This is an optimization exercise on Yosys and OpenROAD, whose aim is small area, not a production implementation.
The RTL was checked by simulation tests, not by an equivalence proof against the original design.
No activity file was given, so power comes from the tool's default toggle rates.

$ cat flow/run.sh
#!/bin/bash
# synth_recipe.tcl (not shown) runs the flow's synth.tcl, then flattens the netlist and writes it again
# the make line also repeats each setting of config.mk as NAME=value (left out here)
make -C /OpenROAD-flow-scripts/flow DESIGN_CONFIG=/design/flow/config.mk WORK_HOME=/design/flow/orfs CLKGATE_MAP_FILE= SYNTH_SCRIPT=/design/flow/synth_recipe.tcl finish
$ cat flow/config.mk
export PLATFORM = sky130hd
export DESIGN_NAME = spinor_cmd
export DESIGN_NICKNAME = spinor_cmd
export VERILOG_FILES = /design/flow/design.v
export SDC_FILE = /design/flow/constraint.sdc
export NUM_CORES = 4
export LEC_CHECK = 0
export CAP_MARGIN = 20
export CORE_MARGIN = 2
export CORE_UTILIZATION = 40
export SLEW_MARGIN = 20
$ cat flow/constraint.sdc
create_clock -name core_clock -period 10.0 [get_ports {clk}]
set_input_delay 2.0000 -clock core_clock [delete_from_list [all_inputs] [get_ports {clk}]]
set_output_delay 2.0000 -clock core_clock [all_outputs]
set_load 0.01 [all_outputs]
$ cat flow/design.v
module spinor_cmd (
    input  wire        clk,
    input  wire        rst_n,
    input  wire [1:0]  ev_kind,     
    input  wire [1:0]  ev_wcode,    
    input  wire [7:0]  ev_data,     
    output reg         rx_valid,
    output reg  [7:0]  rx_data,
    output reg  [3:0]  warn,        
    output reg         sink_valid,
    output reg  [24:0] sink_off,
    output reg  [25:0] sink_len,
    output reg  [2:0]  width_hint,
    output wire [24:0] mem_addr,
    input  wire [7:0]  mem_rdata,
    output reg         mem_we,
    output reg  [7:0]  mem_wdata,
    output reg         ers_valid,
    output reg  [24:0] ers_base,
    output reg  [25:0] ers_len
);
    localparam [7:0]  VENDOR_ID  = 8'h20;
    localparam [7:0]  DEVICE_ID  = 8'h18;
    localparam [23:0] JEDEC_ID   = 24'h20BA19;
    localparam [15:0] EXT_JEDEC  = 16'h1044;
    localparam        CAP_LG     = 25;               
    localparam        PAGE_LG    = 8;                
    localparam        SECTOR_LG  = 16;
    localparam        CUR_W      = CAP_LG + 3;       
    localparam        PMAX       = 16;
    localparam        RMAX       = 16;
    localparam [15:0] NVCFG_INIT = 16'h8FFF;
    localparam [7:0]  BANK_MASK  = 8'h7F;
    localparam [7:0]  EAR_HIGH   = 8'd1;             
    localparam        DIO_EXTRA  = 2;                
    localparam        QIO_EXTRA  = 5;
    localparam [2:0] S_IDLE    = 3'd0,
                     S_COLLECT = 3'd1,
                     S_PROGRAM = 3'd2,
                     S_READ    = 3'd3,
                     S_DUMMY   = 3'd4,
                     S_STREAM  = 3'd5;
    localparam [1:0] EV_NONE = 2'd0, EV_XFER = 2'd1, EV_SEL = 2'd2, EV_BW = 2'd3;
    reg [2:0]        state;
    reg [7:0]        cmd;
    reg [7:0]        pbuf [0:PMAX-1];
    reg [4:0]        plen;
    reg [4:0]        need;
    reg              alen4;           
    reg [7:0]        rbuf [0:RMAX-1];
    reg [4:0]        rlen;
    reg [4:0]        rpos;
    reg              rcyclic;
    reg [CUR_W-1:0]  cur;
    reg [1:0]        lines_lg;        
    reg [31:0]       dcount;
    reg [31:0]       dtarget;
    reg              wel, rst_en, a4b, aai;
    reg [7:0]        ear;
    reg [15:0]       nvcfg;
    reg [7:0]        vcfg, evcfg;
    reg              dirty_v;
    reg [CAP_LG-PAGE_LG-1:0] dirty_pg;
    function automatic is_known(input [7:0] op);
        case (op)
            8'h01, 8'h02, 8'h03, 8'h04, 8'h05, 8'h06, 8'h0B, 8'h0C, 8'h12, 8'h13,
            8'h16, 8'h17, 8'h20, 8'h21, 8'h32, 8'h3B, 8'h3C, 8'h3E, 8'h52, 8'h5C,
            8'h60, 8'h61, 8'h65, 8'h66, 8'h6B, 8'h6C, 8'h70, 8'h81, 8'h85, 8'h90,
            8'h99, 8'h9F, 8'hA2, 8'hAD, 8'hB1, 8'hB5, 8'hB7, 8'hBB, 8'hBC, 8'hC5,
            8'hC7, 8'hC8, 8'hD8, 8'hDC, 8'hE9, 8'hEB, 8'hEC: is_known = 1'b1;
            default: is_known = 1'b0;
        endcase
    endfunction
    function automatic [2:0] hint_of(input [7:0] op);
        case (op)
            8'h3B, 8'h3C, 8'hBB, 8'hBC, 8'hA2:                 hint_of = 3'd2;
            8'h6B, 8'h6C, 8'hEB, 8'hEC, 8'h32, 8'h3E:          hint_of = 3'd4;
            default:                                           hint_of = 3'd1;
        endcase
    endfunction
    function automatic is_addr_cmd(input [7:0] op);
        case (op)
            8'h02, 8'h03, 8'h0B, 8'h0C, 8'h12, 8'h13, 8'h20, 8'h21, 8'h32, 8'h3B,
            8'h3C, 8'h3E, 8'h52, 8'h5C, 8'h6B, 8'h6C, 8'hA2, 8'hBB, 8'hBC, 8'hD8,
            8'hDC, 8'hEB, 8'hEC: is_addr_cmd = 1'b1;
            default: is_addr_cmd = 1'b0;
        endcase
    endfunction
    function automatic is_4b_variant(input [7:0] op);
        case (op)
            8'h0C, 8'h12, 8'h13, 8'h21, 8'h3C, 8'h3E, 8'h5C, 8'h6C, 8'hBC, 8'hDC,
            8'hEC: is_4b_variant = 1'b1;
            default: is_4b_variant = 1'b0;
        endcase
    endfunction
    function automatic [3:0] extra_of(input [7:0] op);
        case (op)
            8'hBB, 8'hBC: extra_of = DIO_EXTRA;
            8'hEB, 8'hEC: extra_of = QIO_EXTRA;
            default:      extra_of = 4'd0;
        endcase
    endfunction
    function automatic is_read_cmd(input [7:0] op);
        case (op)
            8'h03, 8'h13, 8'h0B, 8'h0C, 8'h3B, 8'h3C, 8'h6B, 8'h6C, 8'hBB, 8'hBC,
            8'hEB, 8'hEC: is_read_cmd = 1'b1;
            default: is_read_cmd = 1'b0;
        endcase
    endfunction
    function automatic is_dummy_read(input [7:0] op);
        case (op)
            8'h0B, 8'h0C, 8'h3B, 8'h3C, 8'h6B, 8'h6C: is_dummy_read = 1'b1;
            default: is_dummy_read = 1'b0;
        endcase
    endfunction
    wire       is_xfer = rst_n && (ev_kind == EV_XFER);
    wire       is_sel  = rst_n && (ev_kind == EV_SEL);
    wire       is_bw   = rst_n && (ev_kind == EV_BW) && (ev_data[1:0] != 2'd3);
    wire [3:0] w      = 4'd1 << ev_wcode;
    wire [8:0] umask9 = (9'd1 << w) - 9'd1;
    wire [7:0] umask  = umask9[7:0];
    wire [2:0] o_al   = cur[2:0] & ~(w[2:0] - 3'd1);    
    wire [3:0] sh     = 4'd8 - {1'b0, o_al} - w;
    wire [7:0] tx_u   = ev_data & umask;
    wire [7:0] fold   = (mem_rdata >> sh) & umask;
    wire [CUR_W-1:0] cur_al   = {cur[CUR_W-1:3], o_al};
    wire [CUR_W-1:0] cur_next = cur_al + {{(CUR_W-4){1'b0}}, w};
    wire [CAP_LG-PAGE_LG-1:0] cur_pg = cur[CUR_W-1:PAGE_LG+3];
    assign mem_addr = cur[CUR_W-1:3];
    reg [7:0] pb [0:PMAX-1];
    integer k;
    always @(*) begin
        for (k = 0; k < PMAX; k = k + 1)
            pb[k] = (k == plen) ? ev_data : pbuf[k];
    end
    wire [31:0] addr_a4 = {pb[0], pb[1], pb[2], pb[3]};
    wire [31:0] addr_a3 = {8'd0, pb[0], pb[1], pb[2]} + ({24'd0, ear & BANK_MASK} << 24);
    wire [CAP_LG-1:0] target = alen4 ? addr_a4[CAP_LG-1:0] : addr_a3[CAP_LG-1:0];
    reg [2:0]        n_state;
    reg [7:0]        n_cmd;
    reg [4:0]        n_plen, n_need;
    reg              n_alen4;
    reg              load_rbuf;
    reg [7:0]        n_rb [0:RMAX-1];
    reg [4:0]        n_rlen, n_rpos;
    reg              n_rcyclic;
    reg [CUR_W-1:0]  n_cur;
    reg [1:0]        n_lines_lg;
    reg [31:0]       n_dcount, n_dtarget;
    reg              n_wel, n_rst_en, n_a4b, n_aai;
    reg [7:0]        n_ear, n_vcfg, n_evcfg;
    reg [15:0]       n_nvcfg;
    reg              n_dirty_v;
    reg [CAP_LG-PAGE_LG-1:0] n_dirty_pg;
    reg [2:0]        n_hint;
    reg              n_rx_valid;
    reg [7:0]        n_rx_data;
    reg [3:0]        n_warn;
    reg              n_sink_valid;
    reg [24:0]       n_sink_off;
    reg [25:0]       n_sink_len;
    reg [7:0]        fnew;
    reg [25:0]       elen;
    reg              e_unsup;
    reg [3:0]        nd;
    reg [34:0]       rem_scaled;
    reg [31:0]       rem;
    reg [1:0]        l_lg;
    integer          i;
    always @(*) begin
        n_state    = state;
        n_cmd      = cmd;
        n_plen     = plen;
        n_need     = need;
        n_alen4    = alen4;
        load_rbuf  = 1'b0;
        for (i = 0; i < RMAX; i = i + 1) n_rb[i] = 8'h00;
        n_rlen     = rlen;
        n_rpos     = rpos;
        n_rcyclic  = rcyclic;
        n_cur      = cur;
        n_lines_lg = lines_lg;
        n_dcount   = dcount;
        n_dtarget  = dtarget;
        n_wel      = wel;
        n_rst_en   = rst_en;
        n_a4b      = a4b;
        n_aai      = aai;
        n_ear      = ear;
        n_nvcfg    = nvcfg;
        n_vcfg     = vcfg;
        n_evcfg    = evcfg;
        n_dirty_v  = dirty_v;
        n_dirty_pg = dirty_pg;
        n_hint     = width_hint;
        n_rx_valid = 1'b0;
        n_rx_data  = rx_data;
        n_warn     = 4'd0;
        n_sink_valid = 1'b0;
        n_sink_off = sink_off;
        n_sink_len = sink_len;
        mem_we     = 1'b0;
        mem_wdata  = 8'h00;
        ers_valid  = 1'b0;
        ers_base   = 25'd0;
        ers_len    = 26'd0;
        fnew       = 8'h00;
        elen       = 26'd0;
        e_unsup    = 1'b0;
        nd         = 4'd0;
        rem        = 32'd0;
        rem_scaled = 35'd0;
        l_lg       = 2'd0;
        if (is_xfer) begin
            case (state)
            S_IDLE: begin
                if (ev_data != 8'h99) n_rst_en = 1'b0;
                if (!is_known(ev_data)) begin
                    n_warn[0] = 1'b1;
                end else begin
                    n_cmd  = ev_data;
                    n_hint = hint_of(ev_data);
                    case (ev_data)
                    8'h06: n_wel = 1'b1;                                   
                    8'h04: begin n_wel = 1'b0; n_aai = 1'b0; end           
                    8'h66: n_rst_en = 1'b1;                                
                    8'h99: begin                                           
                        if (rst_en) begin
                            n_cmd     = 8'h00;
                            n_cur     = {CUR_W{1'b0}};
                            n_hint    = 3'd1;
                            n_wel     = 1'b0;
                            n_rst_en  = 1'b0;
                            n_aai     = 1'b0;
                            n_vcfg    = {nvcfg[15:12], (nvcfg[11:9] == 3'b111), 1'b0, 2'b11};
                            n_evcfg   = {nvcfg[3], nvcfg[2], 1'b0, 1'b1, 1'b1, 3'b111};
                            n_a4b     = ~nvcfg[0];
                            n_ear     = nvcfg[1] ? 8'h00 : EAR_HIGH;
                        end
                    end
                    8'hB7: n_a4b = 1'b1;                                   
                    8'hE9: n_a4b = 1'b0;                                   
                    8'hC7, 8'h60: begin                                    
                        if (!wel) begin
                            n_warn[1] = 1'b1;
                        end else begin
                            ers_valid    = 1'b1;
                            ers_base     = 25'd0;
                            ers_len      = 26'd1 << CAP_LG;
                            n_sink_valid = 1'b1;
                            n_sink_off   = 25'd0;
                            n_sink_len   = 26'd1 << CAP_LG;
                        end
                    end
                    8'h05: begin load_rbuf = 1'b1; n_rb[0] = {6'd0, wel, 1'b0}; n_rlen = 5'd1; n_rcyclic = 1'b1; end
                    8'h70: begin load_rbuf = 1'b1; n_rb[0] = {7'h40, a4b}; n_rlen = 5'd1; n_rcyclic = 1'b1; end
                    8'h16, 8'hC8: begin load_rbuf = 1'b1; n_rb[0] = ear; n_rlen = 5'd1; end
                    8'h9F: begin
                        load_rbuf = 1'b1;
                        n_rb[0] = JEDEC_ID[23:16]; n_rb[1] = JEDEC_ID[15:8]; n_rb[2] = JEDEC_ID[7:0];
                        if (EXT_JEDEC != 16'd0) begin
                            n_rb[3] = EXT_JEDEC[15:8]; n_rb[4] = EXT_JEDEC[7:0]; n_rlen = 5'd5;
                        end else begin
                            n_rlen = 5'd3;
                        end
                    end
                    8'h90: begin load_rbuf = 1'b1; n_rb[0] = VENDOR_ID; n_rb[1] = DEVICE_ID; n_rlen = 5'd2; end
                    8'hB5: begin load_rbuf = 1'b1; n_rb[0] = nvcfg[7:0]; n_rb[1] = nvcfg[15:8]; n_rlen = 5'd2; end
                    8'h85: begin load_rbuf = 1'b1; n_rb[0] = vcfg;  n_rlen = 5'd1; end
                    8'h65: begin load_rbuf = 1'b1; n_rb[0] = evcfg; n_rlen = 5'd1; end
                    8'h01, 8'h61, 8'h81, 8'hC5, 8'h17: begin n_need = 5'd1; n_plen = 5'd0; n_state = S_COLLECT; end
                    8'hB1: begin n_need = 5'd2; n_plen = 5'd0; n_state = S_COLLECT; end
                    8'hAD: begin
                        if (aai) begin
                            n_state = S_PROGRAM;
                        end else begin
                            n_need  = 5'd3;
                            n_plen  = 5'd0;
                            n_alen4 = 1'b0;
                            n_state = S_COLLECT;
                        end
                    end
                    default: begin
                        n_alen4 = is_4b_variant(ev_data) || a4b;
                        n_need  = (n_alen4 ? 5'd4 : 5'd3) + {1'b0, extra_of(ev_data)};
                        n_plen  = 5'd0;
                        n_state = S_COLLECT;
                    end
                    endcase
                    if (load_rbuf) begin
                        n_rpos  = 5'd0;
                        n_state = S_STREAM;
                    end
                end
            end
            S_COLLECT: begin
                n_plen = plen + 5'd1;
                if (plen + 5'd1 == need) begin
                    n_plen  = 5'd0;
                    n_need  = 5'd0;
                    n_state = S_IDLE;
                    case (cmd)
                    8'h01: n_wel = 1'b0;                                    
                    8'h61: if (wel) n_evcfg = pb[0];                        
                    8'h81: if (wel) n_vcfg  = pb[0];                        
                    8'hC5, 8'h17: if (wel) n_ear = pb[0];                   
                    8'hB1: if (wel) n_nvcfg = {pb[1], pb[0]};               
                    default: begin
                        n_cur = {target, 3'b000};
                        if (cmd == 8'hAD) begin
                            n_aai   = 1'b1;
                            n_state = S_PROGRAM;
                        end else if (is_read_cmd(cmd)) begin
                            nd = is_dummy_read(cmd) ? vcfg[7:4] : 4'd0;
                            if (nd != 4'd0) begin
                                n_dtarget = {28'd0, nd};
                                n_dcount  = 32'd0;
                                n_state   = S_DUMMY;
                            end else begin
                                n_state   = S_READ;
                            end
                        end else if (cmd == 8'h02 || cmd == 8'h12 || cmd == 8'h32 ||
                                     cmd == 8'h3E || cmd == 8'hA2) begin
                            n_state = S_PROGRAM;
                        end else begin
                            case (cmd)
                            8'h20, 8'h21: begin elen = 26'd1 << 12;        e_unsup = 1'b0; end
                            8'h52, 8'h5C: begin elen = 26'd1 << 15;        e_unsup = 1'b1; end
                            default:      begin elen = 26'd1 << SECTOR_LG; e_unsup = 1'b0; end
                            endcase
                            if (!wel) begin
                                n_warn[1] = 1'b1;
                            end else begin
                                n_warn[2]    = e_unsup;
                                ers_valid    = 1'b1;
                                ers_base     = target & ~(elen[CAP_LG-1:0] - 25'd1);
                                ers_len      = elen;
                                n_sink_valid = 1'b1;
                                n_sink_off   = target & ~(elen[CAP_LG-1:0] - 25'd1);
                                n_sink_len   = elen;
                            end
                        end
                    end
                    endcase
                end
            end
            S_STREAM: begin
                n_rx_valid = 1'b1;
                n_rx_data  = rbuf[rpos];
                n_rpos     = rpos + 5'd1;
                if (rpos + 5'd1 == rlen) begin
                    n_rpos = 5'd0;
                    if (!rcyclic) begin
                        n_rlen  = 5'd0;
                        n_state = S_IDLE;
                    end
                end
            end
            S_READ: begin
                n_rx_valid = 1'b1;
                n_rx_data  = fold;
                n_cur      = cur_next;
            end
            S_PROGRAM: begin
                if (!wel) begin
                    n_warn[1] = 1'b1;
                end else begin
                    n_warn[3] = |(~fold & tx_u);
                    fnew      = fold & tx_u;
                    mem_we    = 1'b1;
                    mem_wdata = (mem_rdata & ~(umask << sh)) | (fnew << sh);
                    if (dirty_v && dirty_pg != cur_pg) begin
                        n_sink_valid = 1'b1;
                        n_sink_off   = {dirty_pg, {PAGE_LG{1'b0}}};
                        n_sink_len   = 26'd1 << PAGE_LG;
                    end
                    n_dirty_v  = 1'b1;
                    n_dirty_pg = cur_pg;
                end
                n_cur = cur_next;
            end
            S_DUMMY: begin
                n_dcount = dcount + 32'd1;
                if (dcount + 32'd1 >= dtarget) begin
                    n_dcount  = 32'd0;
                    n_dtarget = 32'd0;
                    n_state   = S_READ;
                end
            end
            default: n_state = S_IDLE;
            endcase
        end else if (is_sel) begin
            n_state   = S_IDLE;
            n_plen    = 5'd0;
            n_need    = 5'd0;
            n_rlen    = 5'd0;
            n_rpos    = 5'd0;
            n_rcyclic = 1'b0;
            n_dcount  = 32'd0;
            n_dtarget = 32'd0;
            n_hint    = 3'd1;
            if (!ev_data[0] && dirty_v) begin
                n_sink_valid = 1'b1;
                n_sink_off   = {dirty_pg, {PAGE_LG{1'b0}}};
                n_sink_len   = 26'd1 << PAGE_LG;
                n_dirty_v    = 1'b0;
            end
        end else if (is_bw) begin
            l_lg = ev_data[1:0];
            if (state == S_DUMMY && l_lg != lines_lg) begin
                rem        = dtarget - dcount;
                rem_scaled = {3'd0, rem} << lines_lg;
                rem_scaled = (rem_scaled + ((35'd1 << l_lg) - 35'd1)) >> l_lg;
                n_dtarget  = rem_scaled[31:0];
                n_dcount   = 32'd0;
            end
            n_lines_lg = l_lg;
        end
    end
    always @(posedge clk) begin
        if (!rst_n) begin
            state      <= S_IDLE;
            cmd        <= 8'h00;
            plen       <= 5'd0;
            need       <= 5'd0;
            alen4      <= 1'b0;
            rlen       <= 5'd0;
            rpos       <= 5'd0;
            rcyclic    <= 1'b0;
            cur        <= {CUR_W{1'b0}};
            lines_lg   <= 2'd0;
            dcount     <= 32'd0;
            dtarget    <= 32'd0;
            wel        <= 1'b0;
            rst_en     <= 1'b0;
            aai        <= 1'b0;
            nvcfg      <= NVCFG_INIT;
            vcfg       <= {NVCFG_INIT[15:12], (NVCFG_INIT[11:9] == 3'b111), 1'b0, 2'b11};
            evcfg      <= {NVCFG_INIT[3], NVCFG_INIT[2], 1'b0, 1'b1, 1'b1, 3'b111};
            a4b        <= ~NVCFG_INIT[0];
            ear        <= NVCFG_INIT[1] ? 8'h00 : EAR_HIGH;
            dirty_v    <= 1'b0;
            dirty_pg   <= {(CAP_LG-PAGE_LG){1'b0}};
            width_hint <= 3'd1;
            rx_valid   <= 1'b0;
            rx_data    <= 8'h00;
            warn       <= 4'd0;
            sink_valid <= 1'b0;
            sink_off   <= 25'd0;
            sink_len   <= 26'd0;
        end else begin
            state      <= n_state;
            cmd        <= n_cmd;
            plen       <= n_plen;
            need       <= n_need;
            alen4      <= n_alen4;
            rlen       <= n_rlen;
            rpos       <= n_rpos;
            rcyclic    <= n_rcyclic;
            cur        <= n_cur;
            lines_lg   <= n_lines_lg;
            dcount     <= n_dcount;
            dtarget    <= n_dtarget;
            wel        <= n_wel;
            rst_en     <= n_rst_en;
            a4b        <= n_a4b;
            aai        <= n_aai;
            ear        <= n_ear;
            nvcfg      <= n_nvcfg;
            vcfg       <= n_vcfg;
            evcfg      <= n_evcfg;
            dirty_v    <= n_dirty_v;
            dirty_pg   <= n_dirty_pg;
            width_hint <= n_hint;
            rx_valid   <= n_rx_valid;
            rx_data    <= n_rx_data;
            warn       <= n_warn;
            sink_valid <= n_sink_valid;
            sink_off   <= n_sink_off;
            sink_len   <= n_sink_len;
        end
    end
    always @(posedge clk) begin
        if (rst_n && is_xfer && state == S_COLLECT)
            pbuf[plen[3:0]] <= ev_data;
        if (rst_n && load_rbuf) begin
            for (i = 0; i < RMAX; i = i + 1)
                rbuf[i] <= n_rb[i];
        end
    end
endmodule
==> results.toml <==
[outcome]
run_status = "timing/DRC/antenna clean"

[drt]
dr.first_iter.drc_count = 1817
detail-route-antenna-nets = 0
drt_first_pass_iters = 6
detail_route.wl_per_cell_um = 20.6
drt_wl_total_mm = 73.1
vias_per_cell = 5.88
num_vias = 20826
remaining_drc_errors = 0

[die]
placement_rows = 85
initial_cell_density_of_the_core = 0.403
design.die.area_mm2 = 0.0560
core_area_mm2 = 0.0537
dieWidth_um = 237
die_height_um = 237
ioPinCount = 176

[pwr]
switching_power_mw = 1.72
combPwrFrac = 0.467
switching_share = 0.394
cellPowerDensity_mw_per_mm2 = 183
leakage_power_summed_over_all_cells_nw = 8.94
max-vdd-ir-drop_v = 0.000141
pwr-share-seq = 0.259
cellInternalPower_mw = 2.64
power.clock.fraction = 0.274

[setup_path]
worst_ep_arrival_time_ps = 6690
criticalPathCategory = "in -> out"
worst-path-max-fanout = 15
rr_startpoint = "dcount[0]$_SDFFE_PN0P_"
setup.worst_path.start = "ev_wcode[1]"
cp-endpoint = "mem_wdata[6]"
timing.critical_path.from_type = "input pin"
register_to_register_setup_slack_ps = 3170
worst_r2r_endpoint = "dtarget[27]$_SDFFE_PN0P_"
worstSetupEndpointType = "primary output"
r2r_cells = 22
worstPathRequired_ps = 8000

[final_layout]
flow.area_growth_from_synthesis_pct = 9.69
post_route_cells_drive_above_1_share = 0.0593
layout_commonest_cell = "sky130_fd_sc_hd__nand2_1"
antenna_fix_cells = 0
final_nets = 2960
sequential_cell_area_mm2 = 0.00598
final_cell_mix = "332 x sky130_fd_sc_hd__nand2_1, 314 x sky130_fd_sc_hd__nor2_1, 247 x sky130_fd_sc_hd__a21oi_1"
fill_cells = 5417
multi_input_comb_area_mm2 = 0.0140

[timing]
finalSetupTns_ps = 0
setup_viol = 0
achievable-frequency_mhz = 115
worst_pin_slew_ps = 1180
clock_skew_ps = 31.9
slew_violations = 0
final_hold_vios = 0
final_period_minus_worst_setup_slack_ps = 8690
final_min_period_over_clock_period = 0.869
final.hold.worst_slack_ps = 452
max_slew_margin = 0.204
rsz_0062_raised_after_global_routing = "no"

[synth]
postSynth.asyncResetShare = 0
synth.largest_area_cell = "sky130_fd_sc_hd__dfxtp_1"
post-synth-top-area-fraction = 0.208
yosys_register_bits = 274
synth_sequential_area_ratio = 0.276
synth.top_cells.by_area = "sky130_fd_sc_hd__dfxtp_1 21%, sky130_fd_sc_hd__edfxtp_1 6.8%, sky130_fd_sc_hd__ha_1 6.4%"
synth_enable_flop_cells = 49
syn_area_per_cell_um2 = 7.63
syn_inst = 2840
synth_warnings = 4
syn_std_cell_area_mm2 = 0.0217
ys.flop_type = "sky130_fd_sc_hd__dfxtp_1"
synthDistinctLibCells = 111

[clock_network]
post_cts_hold_buffer_count = 0
clkSlewWorstSetupHoldPaths_ps = 60
cts-root-to-sink-buffers = 3
cts.repair_timing.setup_buffer_count = 0
postCtsResizedCells = 0
cts_num_sinks = 274
cts_tree = "yes"
cts_inserted_buffers = 31
insertion_delay_ps = 610
root_buffer = "sky130_fd_sc_hd__clkbuf_16"
level_count_of_the_clock_h_tree = 1

[min_path]
hold_path_class = "reg -> reg"

[global_route]
first_global_vias = 19533
groute.usage.overall = 0.251
grt_first_pass_wirelength_mm = 113
number_of_antenna_violations_at_the_first_check_in_global_routing = 0
grt_start_max_net_pins = 90
grt_overflow = 0

[job]
max_cap_violations = 0

[place]
detailedPlacementHpwl_mm = 55.0
weighted_congestion_at_the_end_of_routability_driven_global_placement = 0.917
port_buffers = 112
[how the worst min path moves through the flow]
stage | from | end | slack, ps | depth (start not counted)
5_1_grt | sink_len[16]$_SDFFE_PN0P_ | sink_len[16]$_SDFFE_PN0P_ | 470 | 2
3_5_place_dp | dcount[5]$_SDFFE_PN0P_ | dcount[5]$_SDFFE_PN0P_ | 450 | 2
4_1_cts | dcount[5]$_SDFFE_PN0P_ | dcount[5]$_SDFFE_PN0P_ | 450 | 2
2_1_floorplan | dcount[5]$_SDFFE_PN0P_ | dcount[5]$_SDFFE_PN0P_ | 430 | 2
3_3_place_gp | dcount[6]$_SDFFE_PN0P_ | dcount[6]$_SDFFE_PN0P_ | 440 | 2
6_report | dcount[5]$_SDFFE_PN0P_ | dcount[5]$_SDFFE_PN0P_ | 450 | 2
[critical path, stage by stage]
cell                              delay (ps)
sky130_fd_sc_hd__clkdlybuf4s50_1         820
sky130_fd_sc_hd__and2_1                  370
sky130_fd_sc_hd__nor2b_1                  80
sky130_fd_sc_hd__ha_1                    360
sky130_fd_sc_hd__fa_1                    870
sky130_fd_sc_hd__inv_1                   260
sky130_fd_sc_hd__mux2i_1                 190
sky130_fd_sc_hd__nor3_1                  360
sky130_fd_sc_hd__a31oi_1                 170
sky130_fd_sc_hd__or3_1                   390
sky130_fd_sc_hd__a41oi_1                 220
sky130_fd_sc_hd__clkdlybuf4s50_1         590
[stage by stage]
step / cells / power (mW) / utilization / setup slack [ps] / area (µm²)
3_5_place_dp: 3486 / 3.15 / 0.423 / 1410 / 22700
2_1_floorplan: 2902 / 2.74 / - / 3070 / 21900
4_1_cts: 3544 / 4.35 / 0.442 / 1380 / 23800
5_1_grt: 3544 / 4.63 / 0.442 / 1100 / 23800
3_3_place_gp: 3486 / 3.13 / 0.423 / 1320 / 22700
6_report: 3544 / 4.36 / 0.442 / 1310 / 23800
[area by class of cell]
| cell class | count | area share |
|---|---|---|
| Multi-Input combinational cell | 2232 | 0.588 |
| Sequential cell | 274 | 0.252 |
| Timing Repair Buffer | 148 | 0.0581 |
| Tap cell | 696 | 0.0366 |
| Clock buffer | 37 | 0.0344 |
| Inverter | 136 | 0.0216 |
| Clock inverter | 21 | 0.00958 |
[power by group through the flow]
stage                     Combinational, mW  Clock (mW)  Sequential [mW]
after floorplan                        1.59           0             1.15
final                                  2.03        1.19             1.13
after global placement                 1.98           0             1.15
after detailed placement               2.00           0             1.15
after global routing                   2.25        1.25             1.13
after CTS                              2.01        1.20             1.13
[metal layers]
| layer | GRT usage | up-vias | wire length, µm |
|---|---|---|---|
| li1 | - | 9946 | - |
| met1 | 0.348 | 10016 | 33100 |
| met2 | 0.413 | 743 | 33500 |
| met3 | 0.0206 | 121 | 4120 |
| met4 | 0.0832 | 0 | 2340 |
| met5 | 0 | - | 0 |
[cells by family after synthesis]
| group | after synthesis | synth area share |
|---|---|---|
| simple gates | 1042 | 0.224 |
| compound gates | 752 | 0.222 |
| buf+inv | 396 | 0.0917 |
| flops | 274 | 0.276 |
| mux | 136 | 0.0685 |
| xor+xnor | 122 | 0.0497 |
| fa+ha+maj | 117 | 0.0688 |
| other cells | 1 | 0.000173 |
[synthesized netlist by cell type (10+ instances only)]
cell type	n
sky130_fd_sc_hd__ha_1	111
sky130_fd_sc_hd__clkbuf_1	129
sky130_fd_sc_hd__or4_1	13
sky130_fd_sc_hd__xor2_1	31
sky130_fd_sc_hd__o21ai_0	159
sky130_fd_sc_hd__a21o_1	41
sky130_fd_sc_hd__nor4_1	13
sky130_fd_sc_hd__a31oi_1	30
sky130_fd_sc_hd__o22ai_1	25
sky130_fd_sc_hd__and3_1	28
sky130_fd_sc_hd__mux2i_1	107
sky130_fd_sc_hd__nor2b_1	30
sky130_fd_sc_hd__xnor2_1	90
sky130_fd_sc_hd__o21a_1	24
sky130_fd_sc_hd__and2_1	22
sky130_fd_sc_hd__mux2_2	20
sky130_fd_sc_hd__nand3_1	84
sky130_fd_sc_hd__a22oi_1	35
sky130_fd_sc_hd__and4_1	10
sky130_fd_sc_hd__nand4_1	31
sky130_fd_sc_hd__a211oi_1	37
sky130_fd_sc_hd__nor2_1	315
sky130_fd_sc_hd__clkbuf_8	11
sky130_fd_sc_hd__buf_4	89
sky130_fd_sc_hd__o31ai_1	13
sky130_fd_sc_hd__or3_1	20
sky130_fd_sc_hd__buf_1	16
sky130_fd_sc_hd__nand2b_1	36
sky130_fd_sc_hd__inv_1	132
sky130_fd_sc_hd__edfxtp_1	49
sky130_fd_sc_hd__a21oi_1	248
sky130_fd_sc_hd__nand2_1	332
sky130_fd_sc_hd__dfxtp_1	225
sky130_fd_sc_hd__nor3_1	67
sky130_fd_sc_hd__o211ai_1	30
[sequential cells by signal (all words and copies together) (netlist names), 16 cells and up]
| register | count |
|---|---|
| pbuf | 32 |
| dirty_pg | 17 |
| dtarget | 32 |
| nvcfg | 16 |
| cur | 28 |
| rbuf | 17 |
| dcount | 32 |
| sink_off | 17 |

==> afterwards: timing with drivers on the ports <==
How much do the figures lean on ideal ports? The routed layout below was timed once more, with nothing changed but the port constraints. Step 1: set_driving_cell puts a clkbuf_16 on clk and a buf_2 on each other input, an assumption about the parent block. Step 2 moves the port delays by t, midway between the first and last clock arrival at a register: inputs arrive t later, outputs are due t later. That takes back most of the time a late clock gives input paths. a / b / c = no drivers / after step 1 / after step 2; a / b = the first two.
t, ns: 0.651
slack for setup (ns): 1.309 / 1.285 / 1.285
cell pins on the clock port's net: 1
After both steps this run still meets setup and hold. For this run, drivers alone change the setup slack by -0.024 ns; drivers and shift together by -0.024 ns.
